Background: an optimization exercise with open tools, aiming at small area, a short achievable clock period and few clock cycles. Do not read the settings as production practice.
In this exercise RTL edits were held to simulation tests only and were not proved equivalent to the original.
Power and IR drop assume default switching activity.

maple:
==> flow/design.v <==
module rle_tx_encoder (
    input  wire        clk,
    input  wire        rst,         
    input  wire        start,       
    input  wire        seg_new,     
    input  wire [15:0] width,       
    output wire        ready,
    output reg         rd_en,
    output reg  [15:0] rd_addr,
    input  wire [23:0] rd_data,
    output reg         out_valid,
    output reg  [7:0]  out_data,
    input  wire        out_ready,
    output wire [31:0] chk_value,
    output wire [31:0] byte_count
);
    localparam [16:0] X = 17'd65513;
    localparam        D = 4;             
    reg        rdy;
    reg [15:0] w;
    assign ready = rdy;
    wire accept = rdy && start;
    reg        rtag_s;        
    reg        rtag_last;
    reg        s1v, s1last;             
    reg        f1v;                     
    reg        p2v, p2last;             
    reg        e2;                      
    reg [15:0] sa;            
    reg        sdone;         
    reg [23:0] prev;
    reg [15:0] ea;            
    reg [23:0] pix;
    reg        pv;            
    reg [1:0]  bsel;          
    reg        ekind;
    reg [6:0]  erem;          
    reg [7:0]  fm [0:D-1];
    reg [2:0]  fwp, frp;      
    wire [2:0] fcnt   = fwp - frp;
    wire       fempty = (fwp == frp);
    wire       ffull  = (fwp == {~frp[2], frp[1:0]});
    wire [7:0] fhead  = fm[frp[1:0]];
    reg [1:0]  open;          
    reg [6:0]  pcnt;          
    reg        eprev;         
    reg [1:0]  fin;           
    reg        pdone;         
    reg [31:0] bc;
    reg        av;
    reg        ld;            
    assign byte_count = bc;
    wire ofree = !out_valid || out_ready;
    wire xfer  = out_valid && out_ready;
    reg        do_proc, ej, nej;
    reg        push;
    reg [7:0]  pdesc;
    reg [1:0]  open_n;
    reg [6:0]  pcnt_n;
    always @(*) begin
        do_proc = 1'b0;
        ej      = eprev;
        nej     = 1'b0;
        if (fin == 2'd1) begin
            do_proc = !ffull;
        end else if (p2v && open != 2'd3) begin
            do_proc = 1'b1;
            nej     = e2;
        end
        push   = 1'b0;
        pdesc  = {open[1], pcnt};
        open_n = open;
        pcnt_n = pcnt;
        if (do_proc) begin
            if (open == 2'd2 && pcnt != 7'd127 && ej) begin
                pcnt_n = pcnt + 7'd1;
            end else if (open == 2'd1 && pcnt != 7'd127 && !nej) begin
                pcnt_n = pcnt + 7'd1;
            end else begin
                push   = (open != 2'd0);
                open_n = nej ? 2'd2 : 2'd1;
                pcnt_n = 7'd0;
            end
        end
        if (p2v && open == 2'd3)
            open_n = 2'd0;
        if (fin == 2'd2 && !ffull) begin
            push   = 1'b1;
            open_n = 2'd0;
        end
    end
    wire pop = (bsel == 2'd0) && pv && !fempty && ofree;
    wire busy_fetch = (rd_en && !rtag_s) || f1v;
    wire fetch_req  = !rdy && (ea != w) && !busy_fetch && (!pv || bsel != 2'd0);
    wire [2:0] occ  = fcnt + {2'b0, rd_en && rtag_s} + {2'b0, s1v} + {2'b0, p2v};
    wire scan_req   = !rdy && !sdone && (occ < D);
    wire [15:0] sa_inc = sa + 16'd1;
    always @(posedge clk) begin
        if (rst) begin
            rd_en  <= 1'b0;
            s1v    <= 1'b0;
            f1v    <= 1'b0;
            p2v    <= 1'b0;
            sdone  <= 1'b1;
        end else begin
            s1v     <= rd_en && rtag_s;
            s1last  <= rtag_last;
            f1v     <= rd_en && !rtag_s;
            p2v     <= s1v;
            p2last  <= s1last;
            if (accept) begin
                rd_en  <= 1'b0;
                sa     <= 16'd0;
                sdone  <= 1'b0;
            end else if (fetch_req) begin
                rd_en   <= 1'b1;
            end else if (scan_req) begin
                rd_en      <= 1'b1;
                sa         <= sa_inc;
                sdone      <= (sa_inc == w);
            end else begin
                rd_en <= 1'b0;
            end
        end
    end
    always @(posedge clk) begin
        rd_addr   <= fetch_req ? ea : sa;
        rtag_s    <= !fetch_req;
        rtag_last <= (sa_inc == w);
    end
    always @(posedge clk) begin
        if (s1v)
            prev <= rd_data;
        e2 <= (rd_data == prev);
    end
    always @(posedge clk) begin
        if (rst) begin
            fwp   <= 3'd0;
            frp   <= 3'd0;
            fin   <= 2'd0;
            pdone <= 1'b1;
            open  <= 2'd0;
        end else begin
            if (push) begin
                fm[fwp[1:0]] <= pdesc;
                fwp          <= fwp + 3'd1;
            end
            if (pop)
                frp <= frp + 3'd1;
            open <= open_n;
            pcnt <= pcnt_n;
            if (accept) begin
                pdone <= 1'b0;
                open  <= 2'd3;
            end
            if (p2v) begin
                eprev <= e2;
                if (p2last)
                    fin <= 2'd1;
            end
            if (fin == 2'd1 && !ffull)
                fin <= 2'd2;
            if (fin == 2'd2 && !ffull) begin
                fin   <= 2'd0;
                pdone <= 1'b1;
            end
        end
    end
    wire cap = f1v && (!pv || (bsel == 2'd3 && ofree));
    wire load = ofree && (bsel == 2'd0 ? (pv && !fempty) : (bsel != 2'd1 || pv));
    reg [7:0] byte_n;
    always @(*) begin
        case (bsel)
            2'd0:    byte_n = fhead;
            2'd1:    byte_n = pix[7:0];
            2'd2:    byte_n = pix[15:8];
            default: byte_n = pix[23:16];
        endcase
    end
    wire        ea_skip = (bsel == 2'd0) && pv;
    wire [15:0] ea_add  = ea + (ea_skip ? {9'd0, fhead[6:0]} : 16'd1);
    always @(posedge clk) begin
        if (rst) begin
            pv        <= 1'b0;
            bsel      <= 2'd0;
            out_valid <= 1'b0;
        end else begin
            if (accept)
                ea <= 16'd0;
            else if ((pop && fhead[7]) || cap)
                ea <= ea_add;
            if (cap)
                pix <= rd_data;
            if (load)
                out_data <= byte_n;
            if (ofree) begin
                out_valid <= 1'b0;
                case (bsel)
                    2'd0: if (pv && !fempty) begin
                        out_valid <= 1'b1;
                        ekind     <= fhead[7];
                        erem      <= fhead[6:0];
                        bsel      <= 2'd1;
                    end
                    2'd1: if (pv) begin
                        out_valid <= 1'b1;
                        bsel      <= 2'd2;
                    end
                    2'd2: begin
                        out_valid <= 1'b1;
                        bsel      <= 2'd3;
                    end
                    default: begin
                        out_valid <= 1'b1;
                        if (!ekind && erem != 7'd0) begin
                            erem <= erem - 7'd1;
                            bsel <= 2'd1;
                        end else begin
                            bsel <= 2'd0;
                        end
                    end
                endcase
            end
            if (cap)
                pv <= 1'b1;
            else if (ofree && bsel == 2'd3)
                pv <= 1'b0;
        end
    end
    wire row_end = pdone && fempty && bsel == 2'd0 && !out_valid && !ld;
    wire settled;
    reg  nrm;                                
    always @(posedge clk) begin
        if (rst) begin
            rdy <= 1'b1;
            nrm <= 1'b0;
        end else if (accept) begin
            rdy <= 1'b0;
            w   <= width;
        end else begin
            nrm <= !rdy && row_end && !(nrm && settled);
            if (nrm && settled)
                rdy <= 1'b1;
        end
    end
    reg [7:0]  al, ah, bl, bh;
    reg [1:0]  ka, kb;
    reg [5:0]  fa23, fb23;    
    reg [15:0] ci;
    reg [8:0]  vl;
    reg [7:0]  vh;
    assign chk_value = {ah, al, bh, bl};
    assign settled   = (ka == 2'd0) && (fa23 == 6'd0) && (kb == 2'd0) && (fb23 == 6'd0);
    function [5:0] x23;
        input [1:0] k;
        case (k)
            2'd0:    x23 = 6'd0;
            2'd1:    x23 = 6'd23;
            default: x23 = 6'd46;
        endcase
    endfunction
    wire        a_ge  = (ah == 8'hff) && (al >= 8'he9);
    wire        b_ge  = (bh == 8'hff) && (bl >= 8'he9);
    wire        fix_b = settled && b_ge;   
    wire [9:0]  al_n  = {2'b0, al} + {2'b0, vl[7:0]} + {4'b0, fa23};
    wire [9:0]  ah_n  = {2'b0, ah} + {2'b0, vh} + {8'd0, ka} + {9'd0, vl[8]};
    wire [9:0]  bl_n  = {2'b0, bl} + {2'b0, al} + {4'b0, fa23} + {4'b0, fb23};
    wire [9:0]  bh_n  = {2'b0, bh} + {2'b0, ah} + {8'd0, ka} + {8'd0, kb};
    wire [9:0]  bl_f  = {2'b0, bl} + {4'b0, fb23 | {1'b0, fix_b, 1'b0, fix_b, fix_b, fix_b}};
    wire [9:0]  bh_f  = {2'b0, bh} + {8'd0, kb | {1'b0, fix_b}};
    wire [15:0] i_next = (ci == 16'd65512) ? 16'd0 : ci + 16'd1;
    wire [8:0]  vl_n  = {1'b0, ci[7:0]} + {1'b0, byte_n};
    always @(posedge clk) begin
        if (rst || (accept && seg_new)) begin
            al <= 8'd0;  ah <= 8'd0;  ka <= 2'd0;  fa23 <= 6'd0;
            bl <= 8'd1;  bh <= 8'd0;  kb <= 2'd0;  fb23 <= 6'd0;
            ci <= 16'd1;
            bc <= 32'd0;
            ld <= 1'b0;
            av <= 1'b0;
            vl <= 9'd0;
            vh <= 8'd0;
        end else begin
            ld <= load;
            av <= ld;
            if (load) begin
                vl <= vl_n;
                vh <= ci[15:8];
                ci <= i_next;
            end else begin
                vl <= 9'd0;
                vh <= 8'd0;
            end
            if (ld)
                bc <= bc + 32'd1;
            if (nrm && settled) begin
                if (a_ge) begin ah <= 8'd0; al <= al - 8'he9; end
            end else if (ld || nrm) begin
                {ka, al} <= al_n;
                ah       <= ah_n[7:0];
                fa23     <= x23(ah_n[9:8]);
            end
            if (av) begin
                {kb, bl} <= bl_n;
                bh       <= bh_n[7:0];
                fb23     <= x23(bh_n[9:8]);
            end else if (nrm) begin
                bl   <= bl_f[7:0];
                bh   <= bh_f[7:0];
                kb   <= fix_b ? 2'd0 : bl_f[9:8];
                fb23 <= fix_b ? 6'd0 : x23(bh_f[9:8]);
            end
        end
    end
endmodule
Settings: LEC_CHECK=0, CAP_MARGIN=20, CORE_MARGIN=2, CORE_UTILIZATION=65, CTS_BUF_LIST=sky130_fd_sc_hd__clkbuf_8, CTS_CLUSTER_SIZE=24, SLEW_MARGIN=20; clock period 10.0 ns.
standard.sh (not shown) runs the stock make flow with config.mk's settings and CLKGATE_MAP_FILE= SYNTH_SCRIPT=/design/flow/synth_recipe.tcl, a recipe that flattens the netlist after the stock synthesis.
==> flow/flow/run.sh <==
#!/bin/bash
# Standard ORFS layout with stronger port buffers and a tighter repair target.
set -euo pipefail
export BUFFER_PORTS_ARGS="-buffer_cell sky130_fd_sc_hd__buf_2"
export SETUP_SLACK_MARGIN=6.7
bash standard.sh > flow_make.log 2>&1
Testbench counts of maple, summed over its fixed seeds: cycles 64,689.
#### Input delta (onyx over maple)
Settings: changing CORE_UTILIZATION from 65 to 75; changing CTS_BUF_LIST from sky130_fd_sc_hd__clkbuf_8 to sky130_fd_sc_hd__clkbuf_4 sky130_fd_sc_hd__clkbuf_8; changing CTS_CLUSTER_SIZE from 24 to 30.
## What came out
Comparing maple with onyx, the post-route clock period utilization came out essentially unchanged. In the reports for maple and onyx, the smaller fraction of area in registers belongs to maple. onyx vs maple, fraction of power consumed by sequential logic went down by 0.7 points. Proportion of power drawn by combinational gates on onyx is down relative to maple. onyx has register-to-register slack below what maple had. Delta (onyx minus maple): non-clock buffer count moved down; core utilization now sits higher; met1 track demand over resource in global routing went up 3.7 points; via density per instance moved up. Compared with maple, onyx improves time the worst path needs with I/O delays and setup.

[afterwards: timing with drivers on the ports]
How much do the figures lean on ideal ports? The routed layouts below were timed once more, with nothing changed but the port constraints.
Step 1: set_driving_cell puts a clkbuf_16 on clk and a buf_2 on each other input, an assumption about the parent block.
Step 2 adds t to the input delays and takes it off the output delays; t is the mean of the earliest and latest rising clock arrival at the registers after step 1. Input paths then give back, and output paths get back, about the clock's delay inside the block.
Three values: ideal, step 1, step 2; two values: the first two.
| run | t (ns) | setup WS [ns] | worst hold slack (ns) |
|---|---|---|---|
| maple | 0.616 | 6.731 / 6.685 / 6.333 | 0.418 / 0.418 / 0.418 |
| onyx | 0.615 | 6.736 / 6.707 / 6.280 | 0.418 / 0.418 / 0.418 |
After both steps setup and hold are still met in every run listed. The setup slack of onyx, which loses most, moves by -0.029 ns with the drivers and by -0.456 ns with both steps.
